Context: an optimization exercise on an open-source flow, tuned for small area and a short achievable clock period. The choices shown serve that exercise and are no tape-out recipe. Function was checked by simulation only, so behaviour that the tests miss may differ from the original.

## flow/design.v (module list and top-level ports; edited modules follow where they fit)
// module fm_demod: 808 lines
module fm_demod (
    input  wire        clk,
    input  wire        rst,         
    input  wire        in_valid,
    input  wire [7:0]  in_i,
    input  wire [7:0]  in_q,
    output wire        out_valid,
    output wire [15:0] out_ph
);
  // ...
==> flow/flow/run.sh <==
#!/bin/bash
# The standard layout (the standard.sh, unchanged synthesis), except that the
# port buffers are sky130_fd_sc_hd__buf_2 cells instead of the delay buffer
# buffer_ports picks by default.  Each tool's output goes to its own log here.
set -euo pipefail
bash standard.sh synth > synth.log 2>&1
bash standard.sh "BUFFER_PORTS_ARGS=-buffer_cell sky130_fd_sc_hd__buf_2" finish > layout.log 2>&1
cp -r orfs/logs layout_logs 2>/dev/null || true
==> flow/standard.sh <==
#!/bin/bash
# synth_recipe.tcl (not shown) runs the flow's synth.tcl, then flattens the netlist and writes it again
# the make line also repeats each setting of config.mk as NAME=value (left out here)
make -C /OpenROAD-flow-scripts/flow DESIGN_CONFIG=/design/flow/config.mk WORK_HOME=/design/flow/orfs CLKGATE_MAP_FILE= SYNTH_SCRIPT=/design/flow/synth_recipe.tcl "${@:-finish}"
==> flow/config.mk <==
export PLATFORM = sky130hd
export DESIGN_NAME = fm_demod
export DESIGN_NICKNAME = fm_demod
export VERILOG_FILES = /design/flow/design.v
export SDC_FILE = /design/flow/constraint.sdc
export NUM_CORES = 4
export LEC_CHECK = 0
export ABC_AREA = 1
export CAP_MARGIN = 20
export CORE_MARGIN = 2
export CORE_UTILIZATION = 45
export SETUP_SLACK_MARGIN = 4.3
export SLEW_MARGIN = 20
==> flow/constraint.sdc <==
create_clock -name core_clock -period 7.0 [get_ports {clk}]
set_input_delay 1.4000 -clock core_clock [delete_from_list [all_inputs] [get_ports {clk}]]
set_output_delay 1.4000 -clock core_clock [all_outputs]
set_load 0.01 [all_outputs]
==> flow_metrics.py, run 1 <==
metrics = {
    "detailed_routing": {
        "dr.pass1.iters": 7,
        "routedWlPerCell_um": 16.7,
        "dr.first_iter.drc_count": 2158,
        "dr_total_vias": 32500,
        "route.detailed.drc": 0,
    },
    "setup_path": {
        "ff2ff_path_depth": 13,
        "endpoint_kind": "register",
        "crit_type": "reg2reg",
        "crit_start": "b3_r12",
        "path_depth": 13,
    },
    "place": {
        "place_ws_ps": 3590,
        "hpwl_um": 79800,
    },
    "finish": {
        "instances_no_fill": 6411,
        "fillers": 8990,
        "drive_above_1_share_pct": 12.8,
        "inv_count": 511,
        "multiInputGateArea_sq_mm": 0.0273,
        "clkCellAreaFrac_pct": 6.39,
        "seq_area_share_pct": 31.2,
    },
    "die": {
        "pin_count": 36,
        "core_area_sq_mm": 0.0984,
        "start_util_pct": 45.4,
        "die_h_um": 319,
        "dieArea_sq_mm": 0.102,
    },
    "sta": {
        "final.setup.tns_ps": 0,
        "fin_crit_sh_pct": 41.9,
        "setup_viol": 0,
    },
    "logic_synthesis": {
        "synth_fa_ha_area_share_pct": 19.2,
        "yosys-top-cells-count": "764 x dfxtp_1, 728 x nand2_1, 644 x xor2_1",
        "ys_types": 68,
        "synth_top_family_by_area": "adder cells",
        "synth_nets": 5491,
        "synthTopCellsByArea": "dfxtp_1 34%, xor2_1 13%, ha_1 11%, fa_1 7.8%, nand2_1 6.1%",
    },
    "global_route": {
        "met3_usage_pct": 3.58,
        "use_met2_pct": 34.2,
        "grt_overflow_total": 0,
    },
    "clocking": {
        "clk_latency_ps": 670,
        "tritoncts": "done",
    },
    "run_status": {
        "run_status": "timing/DRC/antenna clean",
    },
}
==> run 2, diff against run 1 <==
==> flow/run.sh (new file) <==
#!/bin/bash
# synth_recipe.tcl (not shown) runs the flow's synth.tcl, then flattens the netlist and writes it again
# the make line also repeats each setting of config.mk as NAME=value (left out here)
make -C /OpenROAD-flow-scripts/flow DESIGN_CONFIG=/design/flow/config.mk WORK_HOME=/design/flow/orfs CLKGATE_MAP_FILE= SYNTH_SCRIPT=/design/flow/synth_recipe.tcl finish
--- a/flow/config.mk
+++ b/flow/config.mk
@@ -5,9 +5,9 @@
 export SDC_FILE = /design/flow/constraint.sdc
 export NUM_CORES = 4
 export LEC_CHECK = 0
-export ABC_AREA = 1
+export ABC_AREA = 0
 export CAP_MARGIN = 20
 export CORE_MARGIN = 2
 export CORE_UTILIZATION = 45
-export SETUP_SLACK_MARGIN = 4.3
+export SETUP_SLACK_MARGIN = 4.0
 export SLEW_MARGIN = 20
removed: flow/flow/run.sh
removed: flow/standard.sh
==> flow_metrics.py, run 2 <==
metrics = {
    "run_status": {
        "run_status": "timing/DRC/antenna clean",
    },
    "finish": {
        "fillers": 8706,
        "seqCellArea_sq_mm": 0.0162,
        "final_nets": 4984,
        "syn_to_final_growth_pct": 15.1,
        "post-route-util_pct": 52.1,
        "multiInputGateArea_sq_mm": 0.0270,
        "fin_area_sq_mm": 0.0502,
        "drive_above_1_share_pct": 10.5,
        "final_cell_mix": "744 x dfxtp_1, 576 x xnor2_1, 383 x ha_1, 334 x xor2_1, 224 x nor2_1",
        "layout_commonest_cell": "dfxtp_1",
    },
    "die": {
        "dieArea_sq_mm": 0.0995,
        "die_h_um": 315,
        "pin_count": 36,
        "start_util_pct": 45.3,
        "fp-row-count": 114,
        "core_area_sq_mm": 0.0964,
        "die_w_um": 315,
    },
    "logic_synthesis": {
        "yosys.area_share.simple_pct": 9.87,
        "yosys_register_bits": 792,
        "yosysSeqAreaShare_pct": 37.0,
        "synth_ff_type": "dfxtp_1",
        "synth_fa_ha_area_share_pct": 19.6,
        "synth_xor_area_share_pct": 18.4,
        "ys_async_sr_fraction_pct": 0,
        "yosysMostFrequentCell": "dfxtp_1",
        "synth_compound_area_share_pct": 11.5,
        "syn_inst": 4299,
        "synth_area_leader_cell": "dfxtp_1",
        "netlist_area_sq_mm": 0.0437,
        "ys_warn_count": 1,
        "yosys-top-cells-count": "764 x dfxtp_1, 581 x xnor2_1, 405 x ha_1",
        "synthTopCellsByArea": "dfxtp_1 35%, xnor2_1 12%, ha_1 12%, fa_1 8.0%, xor2_1 6.7%",
        "synth_edf_count": 28,
        "synth_mux_area_share_pct": 0.484,
        "ys_types": 73,
        "synth_top_area_share_pct": 35.0,
        "synth_top_family_by_area": "adder cells",
        "synth_nets": 4898,
        "postSynthAreaPerCell_sq_um": 10.2,
    },
    "sta": {
        "hold_violations": 0,
        "period_needed_ps": 3620,
        "drv_slew": 0,
        "fin_skew_ps": 41.7,
        "final.setup.tns_ps": 0,
        "relSlewSlack_pct": 20.0,
        "fmax_mhz": 277,
        "worstMarginPinSlew_ps": 1200,
        "setup_viol": 0,
        "setup_ws_ps": 3380,
        "whs_ps": 317,
        "fin_crit_sh_pct": 51.7,
        "rsz0062_at_grt": "yes",
    },
    "clocking": {
        "path_clk_slew_ps": 60,
        "cts-root-buf": "clkbuf_16",
        "cts_num_sinks": 792,
        "clk_latency_ps": 680,
        "tritoncts": "done",
        "numCtsBuffers": 88,
        "htreeDepth": 3,
        "cts.path.max_buffers": 3,
    },
    "run": {
        "maxCapViolCount": 0,
    },
    "global_route": {
        "grt_pass1_wl_um": 155000,
        "grt_overflow_total": 0,
        "antenna_found_initial": 0,
        "grt_start_max_net_pins": 38,
        "grt_pass1_vias": 29500,
        "grt_usage_pct": 19.4,
    },
    "detailed_routing": {
        "vias_per_cell": 5.19,
        "routedWlPerCell_um": 16.9,
        "dr_total_vias": 29800,
        "route.detailed.drc": 0,
        "detail_route.wirelength_um": 97100,
        "dr.pass1.iters": 5,
        "drtAntennaViolNets": 0,
        "dr.first_iter.drc_count": 1529,
    },
    "setup_path": {
        "start_kind": "register",
        "endpoint_kind": "register",
        "cp_max_fo": 4,
        "cp.required_ps": 7540,
        "arrival_ps": 4160,
        "crit_type": "reg2reg",
    },
    "min_path": {
        "min_path_type": "reg2reg",
    },
    "place": {
        "hpwl_um": 69600,
        "place_ws_ps": 3210,
        "place_area_sq_mm": 0.0455,
        "port_buffers": 34,
        "gp_congestion": 0.853,
    },
}
## run 2: changes by cell type after synthesis, sizes merged, moves of 50 or more
cell,delta
a21oi,-115
a22oi,+127
and3,+51
clkbuf,+50
inv,-287
nand2,-538
nand3,-120
nor2b,+55
o21ai,-52
o22ai,-128
xnor2,+326
xor2,-309
## run 2: per-stage QoR
step                      cells
after floorplan            4299
after global placement     5499
after detailed placement   5499
after CTS                  5704
after global routing       5736
final                      5737
## run 2: kinds of logic (layout without fill, tap and decap cells)
kind of cell             Yosys count  after routing
AO/OA/AOI/OAI                    753            753
AND/OR/NAND/NOR                  877            877
adder cells (fa/ha/maj)          580            580
flip-flops                       792            792
buffers and inverters            359            520
multiplexers                      20             20
other                              1              2
XOR/XNOR                         917            917
## run 2: final timing paths
check	slack, ps	depth (start not counted)	end	from
min	320	0	b2_r9	b2_r8
max	3380	12	e4_r2	imr0_r1[2]
min reg2reg	320	0	b2_r9	b2_r8
max reg2reg	3380	12	e4_r2	imr0_r1[2]
## run 2: layer usage
layer  part of all wire, %  up-vias  track usage, %
li1                      -    14900               -
met1                    45    14000            24.9
met2                    47      652            33.2
met3                   4.5      217            2.97
met4                   3.5        0            6.92
met5                     0        -               0
## run 2: critical path, stage by stage (launching register included)
cell and delay [ps]:
dfxtp_2 320, inv_2 30, fa_1 480, fa_1 500
inv_2 50, ha_4 290, a21oi_2 60, xnor2_1 130
or4_1 480, or4_1 420, or4_4 450, nor4_4 160
a41oi_1 140
## run 2: area by class of cell
type,instances,share of cell area (%)
inverters,204,1.54
flip-flops and latches,792,32.2
clock inverters,55,1.48
repair buffers,151,2.99
multi-input cells,3148,53.8
diodes,1,0.00498
clock buffers,110,4.83
well taps,1276,3.18
## run 2: what timing repair did
item / CTS / global route
pin swaps: 53 / 37
cloned: 2 / 3
resized for setup: 114 / 81
setup buffers: 38 / 29
endpoints found under the setup margin: 108 / 73
hold buffers: 0 / 0
==> run 3, diff against run 2 <==
--- a/flow/config.mk
+++ b/flow/config.mk
@@ -5,7 +5,7 @@
 export SDC_FILE = /design/flow/constraint.sdc
 export NUM_CORES = 4
 export LEC_CHECK = 0
-export ABC_AREA = 0
+export ABC_AREA = 1
 export CAP_MARGIN = 20
 export CORE_MARGIN = 2
 export CORE_UTILIZATION = 45
==> flow_metrics.py, run 3 <==
metrics = {
    "detailed_routing": {
        "detail_route.wirelength_um": 105000,
        "route.detailed.drc": 0,
        "routedWlPerCell_um": 16.6,
        "drtAntennaViolNets": 0,
        "dr_total_vias": 32100,
        "vias_per_cell": 5.05,
        "dr.first_iter.drc_count": 2105,
        "dr.pass1.iters": 5,
    },
    "global_route": {
        "grt_pass1_vias": 32000,
        "grt_start_max_net_pins": 36,
        "grt_overflow_total": 0,
        "antenna_found_initial": 0,
        "grt_usage_pct": 20.5,
        "grt_pass1_wl_um": 169000,
    },
    "logic_synthesis": {
        "synth_top_area_share_pct": 34.2,
        "ys_warn_count": 1,
        "synth_edf_count": 28,
        "synth_ff_type": "dfxtp_1",
        "synthTopCellsByArea": "dfxtp_1 34%, xor2_1 13%, ha_1 11%, fa_1 7.8%, nand2_1 6.1%",
        "netlist_area_sq_mm": 0.0447,
        "yosys-top-cells-count": "764 x dfxtp_1, 728 x nand2_1, 644 x xor2_1",
        "yosysMostFrequentCell": "dfxtp_1",
        "synth_area_leader_cell": "dfxtp_1",
        "ys_types": 68,
        "syn_inst": 4892,
        "postSynthAreaPerCell_sq_um": 9.13,
        "synth_nets": 5491,
        "ys_async_sr_fraction_pct": 0,
        "yosys_register_bits": 792,
        "yosysSeqAreaShare_pct": 36.1,
    },
    "clocking": {
        "path_clk_slew_ps": 60,
        "cts.path.max_buffers": 3,
        "numCtsBuffers": 86,
        "cts_num_sinks": 792,
        "ctsHoldBuffers": 0,
        "htreeDepth": 3,
        "clk_latency_ps": 690,
        "tritoncts": "done",
        "cts-root-buf": "clkbuf_16",
    },
    "setup_path": {
        "crit_top_cell": "nand2_1",
        "endpoint_kind": "register",
        "path_depth": 11,
        "ff2ff_path_depth": 11,
        "crit_type": "reg2reg",
        "cp.required_ps": 7540,
        "slowest_delay_ps": 660,
        "path_buf_inv": 0,
        "cp_max_fo": 4,
        "arrival_ps": 3490,
        "worstPathCellList": "fa_1, fa_1, ha_1, a21o_1, nand3_1, nand2_1, a21oi_1, nand2_2, xor2_4, nand2_1, nand2_1",
        "cp_top_family": "adder cells",
        "slowest_stage": "fa_1",
        "start_kind": "register",
    },
    "die": {
        "die_w_um": 319,
        "fp-row-count": 115,
        "die_h_um": 319,
        "core_area_sq_mm": 0.0984,
        "start_util_pct": 45.4,
        "dieArea_sq_mm": 0.102,
        "pin_count": 36,
    },
    "sta": {
        "fin_crit_sh_pct": 42.2,
        "fmax_mhz": 339,
        "period_needed_ps": 2950,
        "relSlewSlack_pct": 38.7,
        "rsz0062_at_grt": "yes",
        "fin_skew_ps": 48.7,
        "worstMarginPinSlew_ps": 916,
        "drv_slew": 0,
        "final.setup.tns_ps": 0,
        "setup_ws_ps": 4050,
        "setup_viol": 0,
        "hold_violations": 0,
        "whs_ps": 287,
    },
    "finish": {
        "diodes": 0,
        "final_cell_mix": "744 x dfxtp_1, 714 x nand2_1, 643 x xor2_1, 462 x inv_1, 381 x ha_1",
        "syn_to_final_growth_pct": 13.1,
        "fillers": 9169,
        "seqCellArea_sq_mm": 0.0162,
        "layout_commonest_cell": "dfxtp_1",
        "multiInputGateArea_sq_mm": 0.0266,
        "final_nets": 5592,
        "drive_above_1_share_pct": 8.44,
        "fin_area_sq_mm": 0.0505,
    },
    "min_path": {
        "min_path_type": "reg2reg",
        "holdPathStages": 0,
    },
    "run_status": {
        "run_status": "timing/DRC/antenna clean",
    },
    "place": {
        "hpwl_um": 79400,
        "gp_congestion": 0.933,
        "place_ws_ps": 3070,
        "port_buffers": 34,
        "place_area_sq_mm": 0.0463,
    },
    "run": {
        "maxCapViolCount": 0,
    },
}
==> run 3: cell types whose count changed in the layout (fill, tap and decap cells not counted), moves of 41 or more <==
cell / delta
nor2b_1: -50
nand2b_1: -41
inv_1: +270
xnor2_1: -322
nand2_1: +517
xor2_1: +309
and3_1: -50
o22ai_1: +129
a21oi_1: +128
nand3_1: +113
nor3_1: -42
a22oi_1: -127
==> run 3: path summary, 6_finish.rpt <==
path / startpoint / end / slack, ps
setup / recovery: rer0_r1[13] / e2_r2 / 4050
hold / removal: qn_r6 / qn_r7 / 290
setup reg to reg: rer0_r1[13] / e2_r2 / 4050
hold reg to reg: qn_r6 / qn_r7 / 290
==> run 3: area by class of cell <==
cell class	count	share of cell area [%]
multi-input cells	3484	52.7
flip-flops and latches	792	32.0
clock buffers	117	4.85
inverters	509	3.96
well taps	1287	3.19
repair buffers	120	1.99
clock inverters	40	1.28
==> run 3: logic make-up after synthesis <==
logic type | Yosys count | synth area share, %
flops | 792 | 36.1
simple gates | 1286 | 12.3
fa+ha+maj | 580 | 19.2
compound gates | 714 | 9.27
mux | 2 | 0.0504
other cells | 1 | 0.00839
buf+inv | 617 | 5.40
xor+xnor | 900 | 17.7
==> run 3: worst reg2reg max path: cells and delay by family (launching register included) <==
family / cells / cell delay [ps]
AND/OR/NAND/NOR: 5 / 420
XOR/XNOR: 1 / 180
AO/OA/AOI/OAI: 2 / 350
adder cells (fa/ha/maj): 3 / 1540
flip-flops: 1 / 320
==> run 3: stage by stage <==
step / utilization (%) / instances
3_3_place_gp: 47.0 / 6123
5_1_grt: 51.4 / 6349
2_1_floorplan: - / 4892
4_1_cts: 50.7 / 6312
3_5_place_dp: 47.0 / 6123
6_report: 51.4 / 6349
==> run 3: per-layer routing <==
metal	GRT usage [%]	up-vias	share of wire, %
met3	3.03	226	4.8
met5	0	-	0
met4	7.82	0	3.6
met1	26.6	14900	45
met2	34.6	759	47
li1	-	16200	-
==> run 3: timing repair <==
item,in CTS,in global routing
endpoints found under the setup margin,92,66
buffers inserted,31,37
resized for setup,63,97
gates cloned,1,0
pin swaps,11,33
==> run 4, diff against run 3 <==
--- a/flow/config.mk
+++ b/flow/config.mk
@@ -8,6 +8,6 @@
 export ABC_AREA = 1
 export CAP_MARGIN = 20
 export CORE_MARGIN = 2
-export CORE_UTILIZATION = 45
+export CORE_UTILIZATION = 60
 export SETUP_SLACK_MARGIN = 4.0
 export SLEW_MARGIN = 20
==> flow_metrics.py, run 4 <==
metrics = {
    "logic_synthesis": {
        "yosys_register_bits": 792,
        "synth_area_leader_cell": "dfxtp_1",
        "yosysSeqAreaShare_pct": 36.1,
        "synth_edf_count": 28,
        "syn_inst": 4892,
        "synthTopCellsByArea": "dfxtp_1 34%, xor2_1 13%, ha_1 11%, fa_1 7.8%, nand2_1 6.1%",
        "synth_top_area_share_pct": 34.2,
        "netlist_area_sq_mm": 0.0447,
        "postSynthAreaPerCell_sq_um": 9.13,
        "ys_types": 68,
        "ys_async_sr_fraction_pct": 0,
        "synth_nets": 5491,
        "yosysMostFrequentCell": "dfxtp_1",
        "synth_ff_type": "dfxtp_1",
        "yosys-top-cells-count": "764 x dfxtp_1, 728 x nand2_1, 644 x xor2_1",
        "ys_warn_count": 1,
    },
    "clocking": {
        "cts-root-buf": "clkbuf_16",
        "clk_latency_ps": 640,
        "numCtsBuffers": 84,
        "ctsHoldBuffers": 0,
        "htreeDepth": 3,
        "cts.path.max_buffers": 3,
        "tritoncts": "done",
        "path_clk_slew_ps": 60,
        "cts_num_sinks": 792,
    },
    "setup_path": {
        "crit_start": "prv_ao[2]",
        "arrival_ps": 3550,
        "cp.required_ps": 7500,
        "ff2ff_path_depth": 7,
        "crit_type": "reg2reg",
        "r2r-end": "imr0_r1[8]",
        "reg2reg_slack_ps": 3960,
        "endpoint_kind": "register",
        "cp_max_fo": 10,
        "start_kind": "register",
        "r2r_start": "prv_ao[2]",
    },
    "die": {
        "fp-row-count": 100,
        "die_w_um": 277,
        "dieArea_sq_mm": 0.0767,
        "core_area_sq_mm": 0.0741,
        "die_h_um": 277,
        "start_util_pct": 60.3,
        "pin_count": 36,
    },
    "sta": {
        "rsz0062_at_grt": "yes",
        "relSlewSlack_pct": 44.1,
        "fin_crit_sh_pct": 43.5,
        "fin_skew_ps": 23.3,
        "fmax_mhz": 329,
        "hold_violations": 0,
        "final.setup.tns_ps": 0,
        "worstMarginPinSlew_ps": 839,
        "drv_slew": 0,
        "period_needed_ps": 3040,
        "setup_viol": 0,
    },
    "min_path": {
        "holdPathEnd": "zp_r14[5]",
        "min_from": "zp_r13[5]",
        "min_path_type": "reg2reg",
        "holdPathStages": 0,
    },
    "global_route": {
        "grt_usage_pct": 26.9,
        "grt_overflow_total": 0,
        "grt_pass1_vias": 31700,
        "grt_pass1_wl_um": 166000,
        "grt_start_max_net_pins": 36,
        "antenna_found_initial": 0,
    },
    "detailed_routing": {
        "dr.pass1.iters": 6,
        "routedWlPerCell_um": 17.1,
        "dr.first_iter.drc_count": 2100,
        "drtAntennaViolNets": 0,
        "vias_per_cell": 5.30,
        "route.detailed.drc": 0,
        "detail_route.wirelength_um": 103000,
        "dr_total_vias": 31900,
    },
    "finish": {
        "drive_above_1_share_pct": 8.16,
        "diodes": 0,
        "layout_commonest_cell": "dfxtp_1",
        "fin_area_sq_mm": 0.0499,
        "final_cell_mix": "742 x dfxtp_1, 713 x nand2_1, 643 x xor2_1, 463 x inv_1, 382 x ha_1",
        "seqCellArea_sq_mm": 0.0162,
        "multiInputGateArea_sq_mm": 0.0267,
        "fillers": 6137,
        "syn_to_final_growth_pct": 11.7,
        "final_nets": 5580,
    },
    "run": {
        "maxCapViolCount": 0,
    },
    "place": {
        "port_buffers": 34,
        "gp_congestion": 0.903,
        "hpwl_um": 78200,
        "place_area_sq_mm": 0.0459,
    },
    "run_status": {
        "run_status": "timing/DRC/antenna clean",
    },
}
[run 4: timing repair]
action	CTS	global route
pin swaps	9	38
setup endpoints to repair	94	64
setup buffers	22	39
gates resized for setup	60	99
cloned	1	1
[run 4: per-stage QoR]
stage / instances / setup WS [ps] / hold WS (ps) / util (%)
final: 6018 / 3960 / 323 / 67.3
after global placement: 5801 / 3110 / 310 / 61.9
after global routing: 6018 / 3830 / 322 / 67.3
after CTS: 5978 / 3890 / 325 / 66.4
after detailed placement: 5801 / 3070 / 312 / 61.9
after floorplan: 4892 / 4000 / 310 / -
[run 4: layout make-up]
class                   count  share of cell area, %
repair buffers            109                   1.85
well taps                 969                   2.43
multi-input cells        3484                   53.4
clock inverters            36                  0.938
flip-flops and latches    792                   32.5
repair inverters            1                 0.0100
clock buffers             118                   4.90
inverters                 509                   3.96
[run 4: critical path, cell delays in order, from the launching register on]
cell	delay, ps
edfxtp_1	520
clkinvlp_4	320
o22ai_1	320
xor2_1	240
fa_1	470
inv_1	100
fa_1	450
fa_1	490
[run 4: logic make-up (layout without fill, tap and decap cells)]
group | after synthesis | count (layout) | share of synthesized area, %
fa+ha+maj | 580 | 580 | 19.2
xor+xnor | 900 | 900 | 17.7
buf+inv | 617 | 773 | 5.40
flops | 792 | 792 | 36.1
simple gates | 1286 | 1287 | 12.3
other cells | 1 | 1 | 0.00839
compound gates | 714 | 714 | 9.27
mux | 2 | 2 | 0.0504
[run 4: layer usage]
metal  track usage [%]  part of all wire (%)
met5                 0                     0
met1              37.4                    47
met2              44.2                    46
met4              7.13                   2.7
met3              3.62                   4.9
[run 4: how the worst max path moves through the flow]
stage	end	slack, ps
finish	imr0_r1[8]	3960
global route	e2_r2	3830
CTS	x_r3[13]	3890
detailed placement	prv_bn[0]	3070
global placement	prv_bn[0]	3110
floorplan	x_r3[13]	4000
==> run 5, diff against run 4 <==
--- a/flow/config.mk
+++ b/flow/config.mk
@@ -8,6 +8,6 @@
 export ABC_AREA = 1
 export CAP_MARGIN = 20
 export CORE_MARGIN = 2
-export CORE_UTILIZATION = 60
-export SETUP_SLACK_MARGIN = 4.0
+export CORE_UTILIZATION = 45
+export SETUP_SLACK_MARGIN = 4.1
 export SLEW_MARGIN = 20
==> flow_metrics.py, run 5 <==
metrics = {
    "global_route": {
        "grt_overflow_total": 0,
        "grt_pass1_vias": 32400,
        "grt_pass1_wl_um": 169000,
        "grt_usage_pct": 20.6,
        "antenna_found_initial": 0,
        "grt_start_max_net_pins": 36,
    },
    "sta": {
        "fin_crit_sh_pct": 42.2,
        "setup_ws_ps": 4040,
        "fmax_mhz": 338,
        "rsz0062_at_grt": "yes",
        "relSlewSlack_pct": 34.9,
        "drv_slew": 0,
        "period_needed_ps": 2960,
        "hold_violations": 0,
        "fin_skew_ps": 31.5,
        "setup_viol": 0,
        "final.setup.tns_ps": 0,
        "worstMarginPinSlew_ps": 973,
    },
    "place": {
        "port_buffers": 34,
        "place_ws_ps": 3060,
        "hpwl_um": 79300,
        "place_area_sq_mm": 0.0463,
        "gp_congestion": 0.946,
    },
    "logic_synthesis": {
        "synth_nets": 5491,
        "yosys-top-cells-count": "764 x dfxtp_1, 728 x nand2_1, 644 x xor2_1",
        "synthTopCellsByArea": "dfxtp_1 34%, xor2_1 13%, ha_1 11%, fa_1 7.8%, nand2_1 6.1%",
        "yosysSeqAreaShare_pct": 36.1,
        "synth_ff_type": "dfxtp_1",
        "ys_types": 68,
        "syn_inst": 4892,
        "synth_edf_count": 28,
        "synth_area_leader_cell": "dfxtp_1",
        "netlist_area_sq_mm": 0.0447,
        "synth_top_area_share_pct": 34.2,
        "yosysMostFrequentCell": "dfxtp_1",
        "ys_async_sr_fraction_pct": 0,
        "yosys_register_bits": 792,
        "postSynthAreaPerCell_sq_um": 9.13,
        "ys_warn_count": 1,
    },
    "finish": {
        "layout_commonest_cell": "dfxtp_1",
        "final_cell_mix": "741 x dfxtp_1, 695 x nand2_1, 642 x xor2_1, 457 x inv_1, 373 x ha_1",
        "fillers": 9131,
        "final_nets": 5601,
        "syn_to_final_growth_pct": 13.9,
        "drive_above_1_share_pct": 9.42,
        "fin_area_sq_mm": 0.0509,
        "multiInputGateArea_sq_mm": 0.0269,
        "diodes": 0,
        "seqCellArea_sq_mm": 0.0162,
    },
    "run_status": {
        "run_status": "timing/DRC/antenna clean",
    },
    "setup_path": {
        "slowest_delay_ps": 630,
        "crit_type": "reg2reg",
        "worstPathCellList": "fa_1, fa_1, ha_2, nand2_1, o21ai_0, a21oi_1, nand2_2, xor2_4, a21oi_2",
        "cp_top_family": "adder cells",
        "endpoint_kind": "register",
        "crit_top_cell": "fa_1",
        "cp_max_fo": 5,
        "arrival_ps": 3490,
        "path_buf_inv": 0,
        "slowest_stage": "fa_1",
        "start_kind": "register",
        "cp.required_ps": 7540,
    },
    "clocking": {
        "clk_latency_ps": 680,
        "cts_num_sinks": 792,
        "path_clk_slew_ps": 60,
        "numCtsBuffers": 88,
        "cts.path.max_buffers": 3,
        "tritoncts": "done",
        "cts-root-buf": "clkbuf_16",
        "htreeDepth": 3,
    },
    "die": {
        "pin_count": 36,
        "dieArea_sq_mm": 0.102,
        "start_util_pct": 45.4,
        "die_h_um": 319,
        "core_area_sq_mm": 0.0984,
        "fp-row-count": 115,
        "die_w_um": 319,
    },
    "detailed_routing": {
        "vias_per_cell": 5.03,
        "dr.first_iter.drc_count": 1959,
        "drtAntennaViolNets": 0,
        "dr_total_vias": 32000,
        "detail_route.wirelength_um": 105000,
        "dr.pass1.iters": 5,
        "routedWlPerCell_um": 16.6,
        "route.detailed.drc": 0,
    },
    "min_path": {
        "min_path_type": "reg2reg",
    },
    "run": {
        "maxCapViolCount": 0,
    },
}
## run 5: cell counts after synthesis
Identical to the previous run, type by type.
## run 5: logic make-up (layout without fill, tap and decap cells)
family / count (synthesis) / after routing / synth area share, %
flip-flops: 792 / 792 / 36.1
AND/OR/NAND/NOR: 1286 / 1287 / 12.3
adder cells (fa/ha/maj): 580 / 580 / 19.2
AO/OA/AOI/OAI: 714 / 714 / 9.27
other: 1 / 1 / 0.00839
XOR/XNOR: 900 / 900 / 17.7
multiplexers: 2 / 2 / 0.0504
buffers and inverters: 617 / 799 / 5.40
## run 5: path summary, 6_finish.rpt
path               start     end  slack (ps)  cells after the start
min reg2reg       b1_r10  b1_r11         300                      0
max          rer0_r1[11]   e4_r2        4040                      9
max reg2reg  rer0_r1[11]   e4_r2        4040                      9
min               b1_r10  b1_r11         300                      0
## run 5: metal layers
metal / GRT usage, % / wire [um]
met1: 26.5 / 48000
met2: 34.5 / 48500
met4: 7.70 / 3780
met3: 3.47 / 5040
met5: 0 / 0
## run 5: timing repair
item                                    CTS  global route
endpoints found under the setup margin  122            76
hold buffers                              0             0
buffers inserted                         40            37
resized for setup                       130           108
gates cloned                              1             1
pin swaps                                30            51
## run 5: stage by stage
| step | hold slack (ps) | util, % | instances |
|---|---|---|---|
| final | 304 | 51.7 | 6362 |
| after detailed placement | 312 | 47.0 | 6120 |
| after CTS | 297 | 51.0 | 6324 |
| after floorplan | 309 | - | 4892 |
| after global placement | 310 | 47.0 | 6120 |
| after global routing | 311 | 51.7 | 6362 |
## run 5: area by class of cell
| type | count | share of cell area, % |
|---|---|---|
| clock buffer | 125 | 4.92 |
| multi-input combinational | 3484 | 52.9 |
| tap | 1287 | 3.17 |
| sequential | 792 | 31.8 |
| timing repair inverter | 1 | 0.0148 |
| inverter | 509 | 3.93 |
| timing repair buffer | 126 | 2.04 |
| clock inverter | 38 | 1.23 |
==> run 6, diff against run 5 <==
--- a/flow/config.mk
+++ b/flow/config.mk
@@ -9,5 +9,7 @@
 export CAP_MARGIN = 20
 export CORE_MARGIN = 2
 export CORE_UTILIZATION = 45
-export SETUP_SLACK_MARGIN = 4.1
+export CTS_BUF_LIST = sky130_fd_sc_hd__clkbuf_4 sky130_fd_sc_hd__clkbuf_8
+export CTS_CLUSTER_SIZE = 20
+export SETUP_SLACK_MARGIN = 4.0
 export SLEW_MARGIN = 20
==> flow_metrics.py, run 6 <==
metrics = {
    "setup_path": {
        "cp.required_ps": 7680,
        "arrival_ps": 3640,
        "cp_max_fo": 5,
        "start_kind": "register",
        "crit_type": "reg2reg",
        "endpoint_kind": "register",
    },
    "logic_synthesis": {
        "synth_xor_area_share_pct": 17.7,
        "yosys-top-cells-count": "764 x dfxtp_1, 728 x nand2_1, 644 x xor2_1",
        "netlist_area_sq_mm": 0.0447,
        "yosys.area_share.simple_pct": 12.3,
        "ys_async_sr_fraction_pct": 0,
        "ys_warn_count": 1,
        "synth_nets": 5491,
        "synth_ff_type": "dfxtp_1",
        "synth_top_family_by_area": "adder cells",
        "synth_fa_ha_area_share_pct": 19.2,
        "synthTopCellsByArea": "dfxtp_1 34%, xor2_1 13%, ha_1 11%, fa_1 7.8%, nand2_1 6.1%",
        "yosysMostFrequentCell": "dfxtp_1",
        "synth_area_leader_cell": "dfxtp_1",
        "ys_types": 68,
        "synth_edf_count": 28,
        "synth_mux_area_share_pct": 0.0504,
        "yosys_register_bits": 792,
        "postSynthAreaPerCell_sq_um": 9.13,
        "yosysSeqAreaShare_pct": 36.1,
        "synth_compound_area_share_pct": 9.27,
        "syn_inst": 4892,
        "synth_top_area_share_pct": 34.2,
    },
    "die": {
        "pin_count": 36,
        "fp-row-count": 115,
        "start_util_pct": 45.4,
        "core_area_sq_mm": 0.0984,
        "die_w_um": 319,
        "die_h_um": 319,
        "dieArea_sq_mm": 0.102,
    },
    "sta": {
        "fmax_mhz": 339,
        "fin_crit_sh_pct": 42.2,
        "relSlewSlack_pct": 45.3,
        "drv_slew": 0,
        "hold_violations": 0,
        "fin_skew_ps": 36.4,
        "final.setup.tns_ps": 0,
        "worstMarginPinSlew_ps": 820,
        "rsz0062_at_grt": "yes",
        "setup_viol": 0,
        "period_needed_ps": 2950,
    },
    "min_path": {
        "min_path_type": "reg2reg",
    },
    "detailed_routing": {
        "vias_per_cell": 5.02,
        "dr.pass1.iters": 6,
        "detail_route.wirelength_um": 105000,
        "drtAntennaViolNets": 0,
        "dr_total_vias": 32300,
        "route.detailed.drc": 0,
        "dr.first_iter.drc_count": 1876,
        "routedWlPerCell_um": 16.4,
    },
    "clocking": {
        "cts-root-buf": "clkbuf_8",
        "path_clk_slew_ps": 60,
        "cts_num_sinks": 792,
        "ctsHoldBuffers": 0,
        "tritoncts": "done",
        "cts.path.max_buffers": 3,
        "clk_latency_ps": 840,
        "htreeDepth": 4,
        "numCtsBuffers": 141,
    },
    "finish": {
        "drive_above_1_share_pct": 9.70,
        "layout_commonest_cell": "dfxtp_1",
        "final_cell_mix": "744 x dfxtp_1, 723 x nand2_1, 643 x xor2_1, 462 x inv_1, 382 x ha_1",
        "instances_no_fill": 6433,
        "multiInputGateArea_sq_mm": 0.0266,
        "fillers": 9234,
        "syn_to_final_growth_pct": 12.6,
        "seqCellArea_sq_mm": 0.0162,
        "final_nets": 5639,
    },
    "global_route": {
        "grt_pass1_wl_um": 169000,
        "grt_overflow_total": 0,
        "antenna_found_initial": 1,
        "grt_start_max_net_pins": 36,
        "grt_usage_pct": 20.7,
        "grt_pass1_vias": 32500,
    },
    "run": {
        "maxCapViolCount": 0,
    },
    "place": {
        "hpwl_um": 79400,
        "gp_congestion": 0.933,
        "dp_cells": 6123,
        "port_buffers": 34,
    },
    "run_status": {
        "run_status": "timing/DRC/antenna clean",
    },
}
## run 6: changes by cell type in the layout (fill, tap and decap cells not counted), sizes merged
cell and delta:
bufinv -8, clkinvlp +5, clkinv -4, diode +3, buf -14, clkbuf +80
inv +9
## run 6: what timing repair did
| action | 4_1_cts | 5_1_grt |
|---|---|---|
| gates resized for setup | 70 | 82 |
| endpoints found under the setup margin | 90 | 93 |
| pin swaps | 8 | 29 |
| cloned | 0 | 1 |
| hold endpoints to repair | 0 | 0 |
| buffers inserted | 30 | 30 |
## run 6: final timing paths
path | endpoint | cells after the start | slack (ps) | start
setup / recovery | imr0_r1[10] | 6 | 4050 | prv_ao[3]
setup reg to reg | imr0_r1[10] | 6 | 4050 | prv_ao[3]
hold reg to reg | qs_r7 | 0 | 310 | qs_r6
hold / removal | qs_r7 | 0 | 310 | qs_r6
## run 6: per-layer routing
| layer | GRT usage, % | share of wire, % | vias to the layer above |
|---|---|---|---|
| met2 | 34.4 | 47 | 756 |
| met4 | 8.88 | 3.8 | 0 |
| met5 | 0 | 0 | - |
| met1 | 26.4 | 45 | 14900 |
| met3 | 3.63 | 4.7 | 259 |
| li1 | - | - | 16300 |
## run 6: cells by family (layout without fill, tap and decap cells)
group / Yosys count / count (layout)
compound gates: 714 / 714
xor+xnor: 900 / 900
fa+ha+maj: 580 / 580
buf+inv: 617 / 867
flops: 792 / 792
mux: 2 / 2
other cells: 1 / 4
simple gates: 1286 / 1287
## run 6: area by class of cell
class | instances | share of cell area (%)
antenna | 3 | 0.0149
multi-input combinational | 3484 | 52.8
sequential | 792 | 32.2
inverter | 509 | 3.98
clock buffer | 205 | 5.17
tap | 1287 | 3.20
timing repair buffer | 112 | 1.84
clock inverter | 41 | 0.826
## run 6: metrics by stage
step           utilization (%)  worst slack [ps]  area, sq um  hold WS (ps)
3_3_place_gp              47.0              3140        46300           310
2_1_floorplan                -              4000        44700           310
3_5_place_dp              47.0              3070        46300           312
5_1_grt                   51.1              3860        50300           315
4_1_cts                   50.5              3970        49700           303
6_report                  51.1              4050        50300           305
## run 6: critical path, cell delays in order (launching register included)
cell and delay (ps):
edfxtp_1 640, clkinvlp_4 290, o22ai_1 190, xor2_1 210
fa_1 480, fa_1 520, fa_1 490

what the ideal ports hide:
How much do the figures lean on ideal ports? The routed layouts below were timed once more, with nothing changed but the port constraints.
Step 1 sets driving cells, clkbuf_16 on the clock port and buf_2 on the other inputs (assumed; they add their load-dependent delay and slew).
Step 2 times the ports against the registers' clock, not the clock port: input delays grow and output delays shrink by t, the midpoint of the rising clock arrivals with the driver on.
a / b / c = no drivers / after step 1 / after step 2; a / b = the first two.
| run | shift t [ns] | setup slack, ns | worst hold slack (ns) | worst data-port slew with drivers (ns) |
|---|---|---|---|---|
| run 1 | 0.717 | 4.070 / 4.070 / 4.070 | 0.318 / 0.318 / 0.318 | 0.03 |
| run 2 | 0.726 | 3.384 / 3.384 / 3.384 | 0.317 / 0.317 / 0.317 | 0.03 |
| run 3 | 0.731 | 4.047 / 4.019 / 3.700 | 0.287 / 0.287 / 0.287 | 0.04 |
| run 4 | 0.698 | 3.956 / 3.956 / 3.671 | 0.323 / 0.323 / 0.323 | 0.04 |
| run 5 | 0.730 | 4.044 / 4.044 / 3.648 | 0.304 / 0.304 / 0.304 | 0.04 |
| run 6 | 0.883 | 4.046 / 4.046 / 3.270 | 0.305 / 0.305 / 0.305 | 0.04 |
After both steps every run listed still meets setup and hold. For run 6, which loses most, drivers alone change the setup slack by 0.000 ns; drivers and shift together by -0.776 ns.
